Background: an optimization exercise with open tools, aiming at small area and a short achievable clock period. Do not read the settings as production practice.
Function was checked by simulation only, so behaviour that the tests miss may differ from the original.

--- flow/design.v ---
module ooo_engine (
    input  logic         clk,
    input  logic         rst,
    input  logic [1:0]   tr_cnt,      
    input  logic [3:0]   tr_op,       
    input  logic [13:0]  tr_dst,      
    input  logic [13:0]  tr_src1,
    input  logic [13:0]  tr_src2,
    output logic [1:0]   tr_pop,      
    output logic [1:0]   rt_valid,
    output logic [31:0]  rt_seq,      
    output logic [3:0]   rt_op,
    output logic [13:0]  rt_dst,
    output logic [13:0]  rt_src1,
    output logic [13:0]  rt_src2,
    output logic [287:0] rt_cyc,      
    output logic [287:0] rt_dur,
    output logic         done,
    output logic [15:0]  cycles,
    output logic [15:0]  count
);
  localparam int W    = 2;
  localparam int RB   = 16;      
  localparam int IQN  = 8;       
  localparam int EXN  = 5 * W;   
  localparam int NARF = 67;
  localparam int CW   = 16;
  localparam int RW   = 7;
  localparam int TW   = 4;
  localparam int FE = 0, DE = 1, RN = 2, RR = 3, DI = 4, IS = 5, EX = 6, WB = 7, RT = 8;
  logic [CW-1:0] cycle, seq_next;
  logic          trace_done;
  logic [1:0]             de_cnt;
  logic [W-1:0][1:0]      de_op;
  logic [W-1:0][RW-1:0]   de_dst, de_s1, de_s2;
  logic [W-1:0][CW-1:0]   de_seq, de_cfe, de_cde;
  logic [1:0]             rn_cnt;
  logic [W-1:0][1:0]      rn_op;
  logic [W-1:0][RW-1:0]   rn_dst, rn_s1, rn_s2;
  logic [W-1:0][CW-1:0]   rn_seq, rn_cfe, rn_cde, rn_crn;
  logic [1:0]             rr_cnt;
  logic [W-1:0][1:0]      rr_op;
  logic [W-1:0]           rr_t1v, rr_t2v;
  logic [W-1:0][TW-1:0]   rr_t1, rr_t2, rr_dt;
  logic [W-1:0][CW-1:0]   rr_cfe;
  logic [1:0]             di_cnt;
  logic [W-1:0][1:0]      di_op;
  logic [W-1:0]           di_t1v, di_t2v;
  logic [W-1:0][TW-1:0]   di_t1, di_t2, di_dt;
  logic [W-1:0][CW-1:0]   di_cfe;
  logic [IQN-1:0]           iq_v;
  logic [IQN-1:0][1:0]      iq_op;
  logic [IQN-1:0]           iq_t1v, iq_t2v;
  logic [IQN-1:0][TW-1:0]   iq_t1, iq_t2, iq_dt;
  logic [IQN-1:0][CW-1:0]   iq_cfe;
  logic [EXN-1:0]           ex_v;
  logic [EXN-1:0][2:0]      ex_rem;
  logic [EXN-1:0][TW-1:0]   ex_dt;
  logic [EXN-1:0]           wb_v;
  logic [EXN-1:0][TW-1:0]   wb_dt;
  logic [TW-1:0]            head, tail;
  logic [RB-1:0]            rob_v, rob_rdy;
  logic [RB-1:0][1:0]       rob_op;
  logic [RB-1:0][RW-1:0]    rob_dst, rob_s1, rob_s2;
  logic [RB-1:0][CW-1:0]    rob_seq;
  logic [RB-1:0][CW-1:0]    rob_cfe, rob_cde, rob_crn, rob_crr, rob_cdi,
                            rob_cis, rob_cex, rob_cwb, rob_crt;
  logic [NARF-1:0]          rmt_v;
  logic [NARF-1:0][TW-1:0]  rmt_tag;
  logic [W-1:0]             o_v;
  logic [W-1:0][CW-1:0]     o_seq;
  logic [W-1:0][1:0]        o_op;
  logic [W-1:0][RW-1:0]     o_dst, o_s1, o_s2;
  logic [W-1:0][8:0][CW-1:0] o_cyc;
  logic [W-1:0][CW-1:0]     o_drt;    
  logic [CW-1:0] n_cycle, n_seq_next;
  logic          n_trace_done, n_done;
  logic [1:0]             n_de_cnt;
  logic [W-1:0][1:0]      n_de_op;
  logic [W-1:0][RW-1:0]   n_de_dst, n_de_s1, n_de_s2;
  logic [W-1:0][CW-1:0]   n_de_seq, n_de_cfe, n_de_cde;
  logic [1:0]             n_rn_cnt;
  logic [W-1:0][1:0]      n_rn_op;
  logic [W-1:0][RW-1:0]   n_rn_dst, n_rn_s1, n_rn_s2;
  logic [W-1:0][CW-1:0]   n_rn_seq, n_rn_cfe, n_rn_cde, n_rn_crn;
  logic [1:0]             n_rr_cnt;
  logic [W-1:0][1:0]      n_rr_op;
  logic [W-1:0]           n_rr_t1v, n_rr_t2v;
  logic [W-1:0][TW-1:0]   n_rr_t1, n_rr_t2, n_rr_dt;
  logic [W-1:0][CW-1:0]   n_rr_cfe;
  logic [1:0]             n_di_cnt;
  logic [W-1:0][1:0]      n_di_op;
  logic [W-1:0]           n_di_t1v, n_di_t2v;
  logic [W-1:0][TW-1:0]   n_di_t1, n_di_t2, n_di_dt;
  logic [W-1:0][CW-1:0]   n_di_cfe;
  logic [IQN-1:0]           n_iq_v;
  logic [IQN-1:0][1:0]      n_iq_op;
  logic [IQN-1:0]           n_iq_t1v, n_iq_t2v;
  logic [IQN-1:0][TW-1:0]   n_iq_t1, n_iq_t2, n_iq_dt;
  logic [IQN-1:0][CW-1:0]   n_iq_cfe;
  logic [EXN-1:0]           n_ex_v;
  logic [EXN-1:0][2:0]      n_ex_rem;
  logic [EXN-1:0][TW-1:0]   n_ex_dt;
  logic [EXN-1:0]           n_wb_v;
  logic [EXN-1:0][TW-1:0]   n_wb_dt;
  logic [TW-1:0]            n_head, n_tail;
  logic [RB-1:0]            n_rob_v, n_rob_rdy;
  logic [RB-1:0][1:0]       n_rob_op;
  logic [RB-1:0][RW-1:0]    n_rob_dst, n_rob_s1, n_rob_s2;
  logic [RB-1:0][CW-1:0]    n_rob_seq;
  logic [RB-1:0][CW-1:0]    n_rob_cfe, n_rob_cde, n_rob_crn, n_rob_crr, n_rob_cdi,
                            n_rob_cis, n_rob_cex, n_rob_cwb, n_rob_crt;
  logic [NARF-1:0]          n_rmt_v;
  logic [NARF-1:0][TW-1:0]  n_rmt_tag;
  logic [W-1:0]             n_o_v;
  logic [W-1:0][CW-1:0]     n_o_seq;
  logic [W-1:0][1:0]        n_o_op;
  logic [W-1:0][RW-1:0]     n_o_dst, n_o_s1, n_o_s2;
  logic [W-1:0][8:0][CW-1:0] n_o_cyc;
  logic [W-1:0][CW-1:0]     n_o_drt;
  logic [1:0]               n_pop;
  logic          stop, found, hit;
  logic [TW-1:0] h, t;
  logic [2:0]    best;
  logic [CW-1:0] best_cfe;
  logic [RW-1:0] d;
  logic [2:0]    rem;
  logic [4:0]    ncnt;
  logic [1:0]    p_op;
  logic          p_t1v, p_t2v;
  logic [TW-1:0] p_t1, p_t2, p_dt;
  logic [CW-1:0] p_cfe;
  logic [RW-1:0] p_dst, p_s1, p_s2;
  logic [CW-1:0] p_seq, p_cde, p_crn;
  function automatic logic [2:0] latency(input logic [1:0] op);
    case (op)
      2'd0:    latency = 3'd1;
      2'd1:    latency = 3'd2;
      default: latency = 3'd5;
    endcase
  endfunction
  always_comb begin
    n_cycle = cycle; n_seq_next = seq_next; n_trace_done = trace_done;
    n_de_cnt = de_cnt; n_de_op = de_op; n_de_dst = de_dst; n_de_s1 = de_s1; n_de_s2 = de_s2;
    n_de_seq = de_seq; n_de_cfe = de_cfe; n_de_cde = de_cde;
    n_rn_cnt = rn_cnt; n_rn_op = rn_op; n_rn_dst = rn_dst; n_rn_s1 = rn_s1; n_rn_s2 = rn_s2;
    n_rn_seq = rn_seq; n_rn_cfe = rn_cfe; n_rn_cde = rn_cde; n_rn_crn = rn_crn;
    n_rr_cnt = rr_cnt; n_rr_op = rr_op; n_rr_t1v = rr_t1v; n_rr_t2v = rr_t2v;
    n_rr_t1 = rr_t1; n_rr_t2 = rr_t2; n_rr_dt = rr_dt; n_rr_cfe = rr_cfe;
    n_di_cnt = di_cnt; n_di_op = di_op; n_di_t1v = di_t1v; n_di_t2v = di_t2v;
    n_di_t1 = di_t1; n_di_t2 = di_t2; n_di_dt = di_dt; n_di_cfe = di_cfe;
    n_iq_v = iq_v; n_iq_op = iq_op; n_iq_t1v = iq_t1v; n_iq_t2v = iq_t2v;
    n_iq_t1 = iq_t1; n_iq_t2 = iq_t2; n_iq_dt = iq_dt; n_iq_cfe = iq_cfe;
    n_ex_v = ex_v; n_ex_rem = ex_rem; n_ex_dt = ex_dt;
    n_wb_v = wb_v; n_wb_dt = wb_dt;
    n_head = head; n_tail = tail;
    n_rob_v = rob_v; n_rob_rdy = rob_rdy; n_rob_op = rob_op; n_rob_dst = rob_dst;
    n_rob_s1 = rob_s1; n_rob_s2 = rob_s2; n_rob_seq = rob_seq;
    n_rob_cfe = rob_cfe; n_rob_cde = rob_cde; n_rob_crn = rob_crn; n_rob_crr = rob_crr;
    n_rob_cdi = rob_cdi; n_rob_cis = rob_cis; n_rob_cex = rob_cex; n_rob_cwb = rob_cwb;
    n_rob_crt = rob_crt;
    n_rmt_v = rmt_v; n_rmt_tag = rmt_tag;
    n_o_v = '0; n_o_seq = o_seq; n_o_op = o_op; n_o_dst = o_dst; n_o_s1 = o_s1; n_o_s2 = o_s2;
    n_o_cyc = o_cyc; n_o_drt = o_drt;
    n_pop = 2'd0;
    stop = 1'b0; found = 1'b0; hit = 1'b0; h = '0; t = '0; best = '0; best_cfe = '0; d = '0; rem = '0;
    ncnt = '0;
    p_op = '0; p_t1v = 1'b0; p_t2v = 1'b0; p_t1 = '0; p_t2 = '0; p_dt = '0; p_cfe = '0;
    p_dst = '0; p_s1 = '0; p_s2 = '0; p_seq = '0; p_cde = '0; p_crn = '0;
    stop = 1'b0;
    for (int r = 0; r < W; r++) begin
      if (!stop) begin
        h = n_head;
        hit = 1'b0;
        for (int k = 0; k < RB; k++) begin
          if (h == TW'(k) && n_rob_v[k] && n_rob_rdy[k]) begin
            hit            = 1'b1;
            n_o_seq[r]     = n_rob_seq[k];
            n_o_op[r]      = n_rob_op[k];
            n_o_dst[r]     = n_rob_dst[k];
            n_o_s1[r]      = n_rob_s1[k];
            n_o_s2[r]      = n_rob_s2[k];
            n_o_cyc[r][FE] = n_rob_cfe[k];
            n_o_cyc[r][DE] = n_rob_cde[k];
            n_o_cyc[r][RN] = n_rob_crn[k];
            n_o_cyc[r][RR] = n_rob_crr[k];
            n_o_cyc[r][DI] = n_rob_cdi[k];
            n_o_cyc[r][IS] = n_rob_cis[k];
            n_o_cyc[r][EX] = n_rob_cex[k];
            n_o_cyc[r][WB] = n_rob_cwb[k];
            n_o_cyc[r][RT] = n_rob_crt[k];
            n_o_drt[r]     = cycle - n_rob_crt[k] + 1'b1;
            d              = n_rob_dst[k];
            n_rob_v[k]     = 1'b0;
          end
        end
        if (hit) begin
          n_o_v[r] = 1'b1;
          for (int a = 0; a < NARF; a++)
            if (d == RW'(a) && n_rmt_v[a] && n_rmt_tag[a] == h) n_rmt_v[a] = 1'b0;
          n_head = h + 1'b1;
        end else begin
          stop = 1'b1;
        end
      end
    end
    for (int j = 0; j < EXN; j++) begin
      for (int k = 0; k < RB; k++) begin
        if (n_wb_v[j] && n_wb_dt[j] == TW'(k)) begin
          n_rob_rdy[k] = 1'b1;
          n_rob_crt[k] = cycle + 1'b1;
        end
      end
    end
    n_wb_v = '0;
    for (int j = 0; j < EXN; j++) begin
      if (n_ex_v[j]) begin
        rem = n_ex_rem[j];
        if (rem != 3'd0) rem = rem - 3'd1;
        n_ex_rem[j] = rem;
        if (rem == 3'd0) begin
          t = n_ex_dt[j];
          for (int k = 0; k < IQN; k++) begin
            if (n_iq_v[k] && n_iq_t1v[k] && n_iq_t1[k] == t) n_iq_t1v[k] = 1'b0;
            if (n_iq_v[k] && n_iq_t2v[k] && n_iq_t2[k] == t) n_iq_t2v[k] = 1'b0;
          end
          for (int k = 0; k < W; k++) begin
            if (2'(k) < n_di_cnt && n_di_t1v[k] && n_di_t1[k] == t) n_di_t1v[k] = 1'b0;
            if (2'(k) < n_di_cnt && n_di_t2v[k] && n_di_t2[k] == t) n_di_t2v[k] = 1'b0;
            if (2'(k) < n_rr_cnt && n_rr_t1v[k] && n_rr_t1[k] == t) n_rr_t1v[k] = 1'b0;
            if (2'(k) < n_rr_cnt && n_rr_t2v[k] && n_rr_t2[k] == t) n_rr_t2v[k] = 1'b0;
          end
          for (int k = 0; k < RB; k++)
            if (t == TW'(k)) n_rob_cwb[k] = cycle + 1'b1;
          n_wb_v[j]  = 1'b1;
          n_wb_dt[j] = t;
          n_ex_v[j]  = 1'b0;
        end
      end
    end
    ncnt = '0;
    for (int j = 0; j < EXN; j++) if (n_ex_v[j]) ncnt = ncnt + 1'b1;
    if (ncnt < 5'(EXN)) begin
      for (int r = 0; r < W; r++) begin
        found = 1'b0; best = '0; best_cfe = '0; p_op = '0; p_dt = '0;
        for (int k = 0; k < IQN; k++) begin
          if (n_iq_v[k] && !n_iq_t1v[k] && !n_iq_t2v[k]) begin
            if (!found || n_iq_cfe[k] < best_cfe) begin
              found = 1'b1; best = 3'(k); best_cfe = n_iq_cfe[k];
              p_op = n_iq_op[k]; p_dt = n_iq_dt[k];
            end
          end
        end
        if (found) begin
          for (int k = 0; k < IQN; k++)
            if (best == 3'(k)) n_iq_v[k] = 1'b0;
          for (int k = 0; k < RB; k++)
            if (p_dt == TW'(k)) n_rob_cex[k] = cycle + 1'b1;
          stop = 1'b0;
          for (int j = 0; j < EXN; j++) begin
            if (!stop && !n_ex_v[j]) begin
              n_ex_v[j]   = 1'b1;
              n_ex_rem[j] = latency(p_op);
              n_ex_dt[j]  = p_dt;
              stop = 1'b1;
            end
          end
        end
      end
    end
    ncnt = '0;
    for (int k = 0; k < IQN; k++) if (!n_iq_v[k]) ncnt = ncnt + 1'b1;
    if (ncnt >= 5'(W)) begin
      for (int i = 0; i < W; i++) begin
        if (2'(i) < n_di_cnt) begin
          p_op = n_di_op[i]; p_t1v = n_di_t1v[i]; p_t1 = n_di_t1[i];
          p_t2v = n_di_t2v[i]; p_t2 = n_di_t2[i]; p_dt = n_di_dt[i]; p_cfe = n_di_cfe[i];
          for (int k = 0; k < RB; k++) begin
            if (p_t1 == TW'(k) && n_rob_rdy[k]) p_t1v = 1'b0;
            if (p_t2 == TW'(k) && n_rob_rdy[k]) p_t2v = 1'b0;
            if (p_dt == TW'(k)) n_rob_cis[k] = cycle + 1'b1;
          end
          stop = 1'b0;
          for (int k = 0; k < IQN; k++) begin
            if (!stop && !n_iq_v[k]) begin
              n_iq_v[k] = 1'b1; n_iq_op[k] = p_op;
              n_iq_t1v[k] = p_t1v; n_iq_t1[k] = p_t1;
              n_iq_t2v[k] = p_t2v; n_iq_t2[k] = p_t2;
              n_iq_dt[k] = p_dt; n_iq_cfe[k] = p_cfe;
              stop = 1'b1;
            end
          end
        end
      end
      n_di_cnt = '0;
    end
    for (int i = 0; i < W; i++) begin
      if (n_di_cnt < 2'(W) && n_rr_cnt != 2'd0) begin
        p_op = n_rr_op[0]; p_t1v = n_rr_t1v[0]; p_t1 = n_rr_t1[0];
        p_t2v = n_rr_t2v[0]; p_t2 = n_rr_t2[0]; p_dt = n_rr_dt[0]; p_cfe = n_rr_cfe[0];
        for (int k = 0; k < W - 1; k++) begin
          n_rr_op[k] = n_rr_op[k+1]; n_rr_t1v[k] = n_rr_t1v[k+1]; n_rr_t1[k] = n_rr_t1[k+1];
          n_rr_t2v[k] = n_rr_t2v[k+1]; n_rr_t2[k] = n_rr_t2[k+1]; n_rr_dt[k] = n_rr_dt[k+1];
          n_rr_cfe[k] = n_rr_cfe[k+1];
        end
        n_rr_cnt = n_rr_cnt - 1'b1;
        for (int k = 0; k < RB; k++) begin
          if (p_t1 == TW'(k) && n_rob_rdy[k]) p_t1v = 1'b0;
          if (p_t2 == TW'(k) && n_rob_rdy[k]) p_t2v = 1'b0;
          if (p_dt == TW'(k)) n_rob_cdi[k] = cycle + 1'b1;
        end
        for (int k = 0; k < W; k++) begin
          if (n_di_cnt == 2'(k)) begin
            n_di_op[k] = p_op; n_di_t1v[k] = p_t1v; n_di_t1[k] = p_t1;
            n_di_t2v[k] = p_t2v; n_di_t2[k] = p_t2; n_di_dt[k] = p_dt; n_di_cfe[k] = p_cfe;
          end
        end
        n_di_cnt = n_di_cnt + 1'b1;
      end
    end
    ncnt = '0;
    for (int k = 0; k < RB; k++) if (!n_rob_v[k]) ncnt = ncnt + 1'b1;
    if (ncnt >= 5'(W)) begin
      for (int i = 0; i < W; i++) begin
        if (n_rn_cnt != 2'd0 && n_rr_cnt < 2'(W)) begin
          p_op = n_rn_op[0]; p_dst = n_rn_dst[0]; p_s1 = n_rn_s1[0]; p_s2 = n_rn_s2[0];
          p_seq = n_rn_seq[0]; p_cfe = n_rn_cfe[0]; p_cde = n_rn_cde[0]; p_crn = n_rn_crn[0];
          for (int k = 0; k < W - 1; k++) begin
            n_rn_op[k] = n_rn_op[k+1]; n_rn_dst[k] = n_rn_dst[k+1];
            n_rn_s1[k] = n_rn_s1[k+1]; n_rn_s2[k] = n_rn_s2[k+1];
            n_rn_seq[k] = n_rn_seq[k+1]; n_rn_cfe[k] = n_rn_cfe[k+1];
            n_rn_cde[k] = n_rn_cde[k+1]; n_rn_crn[k] = n_rn_crn[k+1];
          end
          n_rn_cnt = n_rn_cnt - 1'b1;
          t = n_tail;
          for (int k = 0; k < RB; k++) begin
            if (t == TW'(k)) begin
              n_rob_v[k] = 1'b1; n_rob_rdy[k] = 1'b0;
              n_rob_op[k] = p_op; n_rob_dst[k] = p_dst; n_rob_s1[k] = p_s1; n_rob_s2[k] = p_s2;
              n_rob_seq[k] = p_seq; n_rob_cfe[k] = p_cfe; n_rob_cde[k] = p_cde;
              n_rob_crn[k] = p_crn; n_rob_crr[k] = cycle + 1'b1;
            end
          end
          p_t1v = 1'b0; p_t1 = '0; p_t2v = 1'b0; p_t2 = '0;
          for (int a = 0; a < NARF; a++) begin
            if (p_s1 == RW'(a) && n_rmt_v[a]) begin p_t1v = 1'b1; p_t1 = n_rmt_tag[a]; end
            if (p_s2 == RW'(a) && n_rmt_v[a]) begin p_t2v = 1'b1; p_t2 = n_rmt_tag[a]; end
          end
          for (int a = 0; a < NARF; a++)
            if (p_dst == RW'(a)) begin n_rmt_v[a] = 1'b1; n_rmt_tag[a] = t; end
          for (int k = 0; k < W; k++) begin
            if (n_rr_cnt == 2'(k)) begin
              n_rr_op[k] = p_op; n_rr_t1v[k] = p_t1v; n_rr_t1[k] = p_t1;
              n_rr_t2v[k] = p_t2v; n_rr_t2[k] = p_t2; n_rr_dt[k] = t; n_rr_cfe[k] = p_cfe;
            end
          end
          n_rr_cnt = n_rr_cnt + 1'b1;
          n_tail = t + 1'b1;
        end
      end
    end
    for (int i = 0; i < W; i++) begin
      if (n_rn_cnt < 2'(W) && n_de_cnt != 2'd0) begin
        for (int k = 0; k < W; k++) begin
          if (n_rn_cnt == 2'(k)) begin
            n_rn_op[k] = n_de_op[0]; n_rn_dst[k] = n_de_dst[0];
            n_rn_s1[k] = n_de_s1[0]; n_rn_s2[k] = n_de_s2[0];
            n_rn_seq[k] = n_de_seq[0]; n_rn_cfe[k] = n_de_cfe[0];
            n_rn_cde[k] = n_de_cde[0]; n_rn_crn[k] = cycle + 1'b1;
          end
        end
        n_rn_cnt = n_rn_cnt + 1'b1;
        for (int k = 0; k < W - 1; k++) begin
          n_de_op[k] = n_de_op[k+1]; n_de_dst[k] = n_de_dst[k+1];
          n_de_s1[k] = n_de_s1[k+1]; n_de_s2[k] = n_de_s2[k+1];
          n_de_seq[k] = n_de_seq[k+1]; n_de_cfe[k] = n_de_cfe[k+1]; n_de_cde[k] = n_de_cde[k+1];
        end
        n_de_cnt = n_de_cnt - 1'b1;
      end
    end
    stop = 1'b0;
    if (!n_trace_done) begin
      for (int i = 0; i < W; i++) begin
        if (!stop && n_de_cnt < 2'(W)) begin
          if (2'(i) >= tr_cnt) begin
            n_trace_done = 1'b1;
            stop = 1'b1;
          end else begin
            for (int k = 0; k < W; k++) begin
              if (n_de_cnt == 2'(k)) begin
                n_de_op[k]  = tr_op[2*i +: 2];
                n_de_dst[k] = tr_dst[7*i +: 7];
                n_de_s1[k]  = tr_src1[7*i +: 7];
                n_de_s2[k]  = tr_src2[7*i +: 7];
                n_de_seq[k] = n_seq_next;
                n_de_cfe[k] = cycle;
                n_de_cde[k] = cycle + 1'b1;
              end
            end
            n_de_cnt   = n_de_cnt + 1'b1;
            n_seq_next = n_seq_next + 1'b1;
            n_pop      = n_pop + 1'b1;
          end
        end
      end
    end
    n_cycle = cycle + 1'b1;
    n_done = n_trace_done && n_de_cnt == 0 && n_rn_cnt == 0 && n_rr_cnt == 0 &&
             n_di_cnt == 0 && n_wb_v == '0 && n_ex_v == '0 && n_iq_v == '0 && n_rob_v == '0;
  end
  always_ff @(posedge clk) begin
    if (rst) begin
      cycle <= '0; seq_next <= '0; trace_done <= 1'b0; done <= 1'b0;
      de_cnt <= '0; rn_cnt <= '0; rr_cnt <= '0; di_cnt <= '0;
      iq_v <= '0; ex_v <= '0; wb_v <= '0;
      head <= '0; tail <= '0;
      rob_v <= '0; rob_rdy <= '0;
      rmt_v <= '0;
      o_v <= '0;
    end else if (!done) begin
      cycle <= n_cycle; seq_next <= n_seq_next; trace_done <= n_trace_done; done <= n_done;
      de_cnt <= n_de_cnt; rn_cnt <= n_rn_cnt; rr_cnt <= n_rr_cnt; di_cnt <= n_di_cnt;
      iq_v <= n_iq_v; ex_v <= n_ex_v; wb_v <= n_wb_v;
      head <= n_head; tail <= n_tail;
      rob_v <= n_rob_v; rob_rdy <= n_rob_rdy;
      rmt_v <= n_rmt_v;
      o_v <= n_o_v;
    end else begin
      o_v <= '0;
    end
  end
  always_ff @(posedge clk) begin
    if (!rst && !done) begin
      de_op <= n_de_op; de_dst <= n_de_dst; de_s1 <= n_de_s1; de_s2 <= n_de_s2;
      de_seq <= n_de_seq; de_cfe <= n_de_cfe; de_cde <= n_de_cde;
      rn_op <= n_rn_op; rn_dst <= n_rn_dst; rn_s1 <= n_rn_s1; rn_s2 <= n_rn_s2;
      rn_seq <= n_rn_seq; rn_cfe <= n_rn_cfe; rn_cde <= n_rn_cde; rn_crn <= n_rn_crn;
      rr_op <= n_rr_op; rr_t1v <= n_rr_t1v; rr_t2v <= n_rr_t2v;
      rr_t1 <= n_rr_t1; rr_t2 <= n_rr_t2; rr_dt <= n_rr_dt; rr_cfe <= n_rr_cfe;
      di_op <= n_di_op; di_t1v <= n_di_t1v; di_t2v <= n_di_t2v;
      di_t1 <= n_di_t1; di_t2 <= n_di_t2; di_dt <= n_di_dt; di_cfe <= n_di_cfe;
      iq_op <= n_iq_op; iq_t1v <= n_iq_t1v; iq_t2v <= n_iq_t2v;
      iq_t1 <= n_iq_t1; iq_t2 <= n_iq_t2; iq_dt <= n_iq_dt; iq_cfe <= n_iq_cfe;
      ex_rem <= n_ex_rem; ex_dt <= n_ex_dt;
      wb_dt <= n_wb_dt;
      rob_op <= n_rob_op; rob_dst <= n_rob_dst; rob_s1 <= n_rob_s1; rob_s2 <= n_rob_s2;
      rob_seq <= n_rob_seq;
      rob_cfe <= n_rob_cfe; rob_cde <= n_rob_cde; rob_crn <= n_rob_crn; rob_crr <= n_rob_crr;
      rob_cdi <= n_rob_cdi; rob_cis <= n_rob_cis; rob_cex <= n_rob_cex; rob_cwb <= n_rob_cwb;
      rob_crt <= n_rob_crt;
      rmt_tag <= n_rmt_tag;
      o_seq <= n_o_seq; o_op <= n_o_op; o_dst <= n_o_dst; o_s1 <= n_o_s1; o_s2 <= n_o_s2;
      o_cyc <= n_o_cyc; o_drt <= n_o_drt;
    end
  end
  assign tr_pop = (rst || done) ? 2'd0 : n_pop;
  assign cycles = cycle;
  assign count  = seq_next;
  assign rt_valid = o_v;
  always_comb begin
    for (int r = 0; r < W; r++) begin
      rt_seq[16*r +: 16] = o_seq[r];
      rt_op[2*r +: 2]    = o_op[r];
      rt_dst[7*r +: 7]   = o_dst[r];
      rt_src1[7*r +: 7]  = o_s1[r];
      rt_src2[7*r +: 7]  = o_s2[r];
      for (int s = 0; s < 9; s++) begin
        rt_cyc[144*r + 16*s +: 16] = o_cyc[r][s];
        if (s < 8) rt_dur[144*r + 16*s +: 16] = o_cyc[r][s+1] - o_cyc[r][s];
        else       rt_dur[144*r + 16*s +: 16] = o_drt[r];
      end
    end
  end
endmodule
--- flow/run.sh ---
#!/bin/bash
# synth_recipe.tcl (not shown) runs the flow's synth.tcl, then flattens the netlist and writes it again
# the make line also repeats each setting of config.mk as NAME=value (left out here)
make -C /OpenROAD-flow-scripts/flow DESIGN_CONFIG=/design/flow/config.mk WORK_HOME=/design/flow/orfs CLKGATE_MAP_FILE= SYNTH_SCRIPT=/design/flow/synth_recipe.tcl finish
--- flow/config.mk ---
export PLATFORM = sky130hd
export DESIGN_NAME = ooo_engine
export DESIGN_NICKNAME = ooo_engine
export VERILOG_FILES = /design/flow/design.v
export SDC_FILE = /design/flow/constraint.sdc
export NUM_CORES = 8
export LEC_CHECK = 0
export CAP_MARGIN = 20
export CORE_MARGIN = 2
export CORE_UTILIZATION = 35
export SLEW_MARGIN = 20
--- flow/constraint.sdc ---
create_clock -name core_clock -period 80.0 [get_ports {clk}]
set_input_delay 16.0000 -clock core_clock [delete_from_list [all_inputs] [get_ports {clk}]]
set_output_delay 16.0000 -clock core_clock [all_outputs]
set_load 0.01 [all_outputs]
==> flow_metrics.tcl <==
set metrics [dict create \
    postRouteAntennaNets 0 \
    htreeDepth 6 \
    crit_path_max_fanout 41 \
    cts_resized 0 \
    numCtsBuffers 593 \
    grt_pass1_wl_um 2540000 \
    hold_ws_ns 0.466 \
    stdcell_area_mm2 0.372 \
    min_from "rmt_v[24]" \
    grt_overflow 0 \
    synth-seq-area-share 0.413 \
    grt_setup_unrepaired "no" \
    die_area_mm2 0.949 \
    die_w_um 974 \
    postCtsSetupBuffers 0 \
    crit_slowest_cell "nor4b_1" \
    synth_area_leaders "edfxtp_1 40%, mux2i_1 7.0%, a21oi_1 6.7%" \
    largest_register_ffs 288 \
    syn_area_mm2 0.329 \
    avgSynthCellArea_um2 9.09 \
    tightestPinTransition_ns 1.40 \
    drt_pre_antenna_iters 11 \
    synth-seq-cells 4583 \
    finalHoldViolations 0 \
    dp_hpwl_um 1310000 \
    drtIter0Drc 57190 \
    r2r_slack_ns 19.06 \
    clock_sinks 4583 \
    hp-class "reg2reg" \
    slew_viol_final 0 \
    core-area_mm2 0.939 \
    status "no timing/DRC/antenna violations" \
    yosys_warnings 1 \
    synth_top_area_share 0.402 \
    finalWorstSetupSlack_ns 5.26 \
    clk_pin_slew_ns 0.06 \
    clk_path_buf_depth 5 \
    dominantRegCellSynth "edfxtp_1" \
    grt_pass1_vias 298272 \
    synth_largest_area_cell "edfxtp_1" \
    post-route-period-util 0.934 \
    top_register "o_cyc" \
    vias_per_cell 6.67 \
    hold_buffers 0 \
    r2r_start "ex_rem[0]" \
    vias 325214 \
    place_area_mm2 0.352 \
    cap_viol_max_count 0 \
    slew_headroom 0.0690 \
    io_buffers 740 \
    skew_ns 0.144 \
    syn-instance-count 36229 \
    drive_gt1_frac 0.0905 \
    start_util 0.351 \
    io_pins 741 \
    synth_edf_count 4404 \
    fp-row-count 356 \
    cts_root_buf "clkbuf_16" \
    cp-end-kind "output port" \
    finalSetupViolCount 0 \
    max_freq_mhz 13.4 \
    crit_path_start "ex_rem[0]" \
    mostFrequentLayoutCell "edfxtp_1" \
    tns_ns 0 \
    wl_per_cell_um 38.8 \
    routed_wl_um 1890000 \
    arrival_ns 58.74 \
    syn_to_final_growth_pct 12.9 \
    synth_nets 37332 \
    die_height_um 974 \
    cp_common_cell "a21o_1" \
    ys_types 139 \
    cpPeakStageDelay_ns 0.88 \
    critPathLaunchType "flop" \
    grt_max_degree 180 \
    cp_data_required_time_ns 64.00 \
    crit_type "reg2out" \
    gp_congestion 1.04 \
    drcViolationCount 0 \
    fillers 92633 \
    nNetsFinal 36661 \
    reg.largest.list "o_cyc: 288 flops, rmt_tag: 268 flops" \
    layout_common_cells "4404 x edfxtp_1, 4359 x a21oi_1, 4089 x nor2_1" \
    antenna_found_initial 282 \
    async_flop_share 0 \
    min_period_ns 74.74 \
    cts_tree "yes" \
    grt.total_usage 0.378 \
    clk_latency_ns 1.13 \
    dp_slack_ns 6.40 \
]
[area by class of cell]
| type | instances | area [µm²] | share of cell area |
|---|---|---|---|
| Antenna cell | 224 | 561 | 0.00151 |
| Clock buffer | 769 | 16000 | 0.0429 |
| Clock inverter | 277 | 2380 | 0.00640 |
| Timing Repair Buffer | 2055 | 18000 | 0.0483 |
| Sequential cell | 4583 | 136000 | 0.366 |
| Inverter | 1089 | 4100 | 0.0110 |
| Multi-Input combinational cell | 27236 | 179000 | 0.482 |
| Tap cell | 12530 | 15700 | 0.0422 |
[critical path: cells and delay by family, from the launching register on]
| kind | cells | cell delay (ns) |
|---|---|---|
| adders and majority gates | 26 | 7.30 |
| xor gates and xnor gates | 3 | 0.82 |
| buffers and inverters | 36 | 7.56 |
| muxes | 4 | 1.49 |
| DFF | 1 | 0.42 |
| AOI/OAI and AO/OA | 124 | 25.72 |
| and+or+nand+nor | 71 | 14.09 |
[logic make-up after synthesis]
| kind of cell | after synthesis | synth area share |
|---|---|---|
| and+or+nand+nor | 9651 | 0.128 |
| muxes | 2770 | 0.0869 |
| AOI/OAI and AO/OA | 11681 | 0.224 |
| DFF | 4583 | 0.413 |
| xor gates and xnor gates | 2078 | 0.0554 |
| buffers and inverters | 4410 | 0.0517 |
| adders and majority gates | 1056 | 0.0408 |
[synthesized netlist by cell type (38+ instances only)]
library cell,count
ha_1,1021
o21ai_0,2082
o21bai_1,136
a211oi_1,450
a21oi_1,4379
inv_1,1072
a32oi_1,50
o211ai_1,584
and3_1,134
nor3b_1,43
o221ai_1,488
nor2_1,4177
mux2_2,454
nor2b_1,231
a21o_1,447
nand3_1,362
a22oi_1,292
edfxtp_1,4404
clkbuf_1,2645
buf_1,424
a31oi_1,241
o22ai_1,903
and2_1,93
dfxtp_1,179
a222oi_1,111
mux2i_1,2287
nor4_1,171
a311oi_1,38
a22o_1,65
nand4_1,441
or2_2,82
o311ai_0,68
xnor2_1,1566
xor2_1,509
a221oi_1,622
nand2_1,2733
or4_1,53
or3_1,121
nor3_1,669
nand2b_1,185
a221o_1,235
buf_2,189
[metal layers]
| layer | share of wire | wire length, µm | track usage | up-vias |
|---|---|---|---|---|
| met1 | 0.38 | 717000 | 0.482 | 159004 |
| li1 | - | - | - | 134039 |
| met4 | 0.076 | 144000 | 0.238 | 150 |
| met5 | 0.00076 | 1440 | 0.0000500 | - |
| met3 | 0.13 | 244000 | 0.125 | 6053 |
| met2 | 0.42 | 787000 | 0.551 | 25968 |
[path summary, 6_finish.rpt]
| path | to | cells after the start |
|---|---|---|
| worst max-delay path | tr_pop[0] | 264 |
| worst min-delay path | rmt_v[24] | 2 |
| worst max register to register | rr_t1[2] | 253 |
| worst min register to register | rmt_v[24] | 2 |
[metrics by stage]
step | instances | utilization
after floorplan | 36229 | -
after CTS | 48526 | 0.395
after global placement | 47467 | 0.375
final | 48763 | 0.396
after global routing | 48584 | 0.395
after detailed placement | 47480 | 0.375

==> what the ideal ports hide <==
No port has a modelled driver above. Below, the same layout with a new extraction and two added sets of constraints.
Step 1: set_driving_cell puts a clkbuf_16 on clk and a buf_2 on each other input, an assumption about the parent block.
Step 2 moves the port delays by t, midway between the first and last clock arrival at a register: inputs arrive t later, outputs are due t later. That takes back most of the time a late clock gives input paths.
a / b / c = ideal ports / drivers / drivers and shift; a / b = the first two.
t, ns: 1.218
setup slack, ns: 5.265 / 5.105 / 6.323
worst setup path after step 2: register to output
slew at the worst register clock pin (ns): 0.07 / 0.07
pins driven straight from the clock port: 1
After both steps this run still meets setup and hold. For this run, drivers alone change the setup slack by -0.160 ns; drivers and shift together by +1.058 ns.
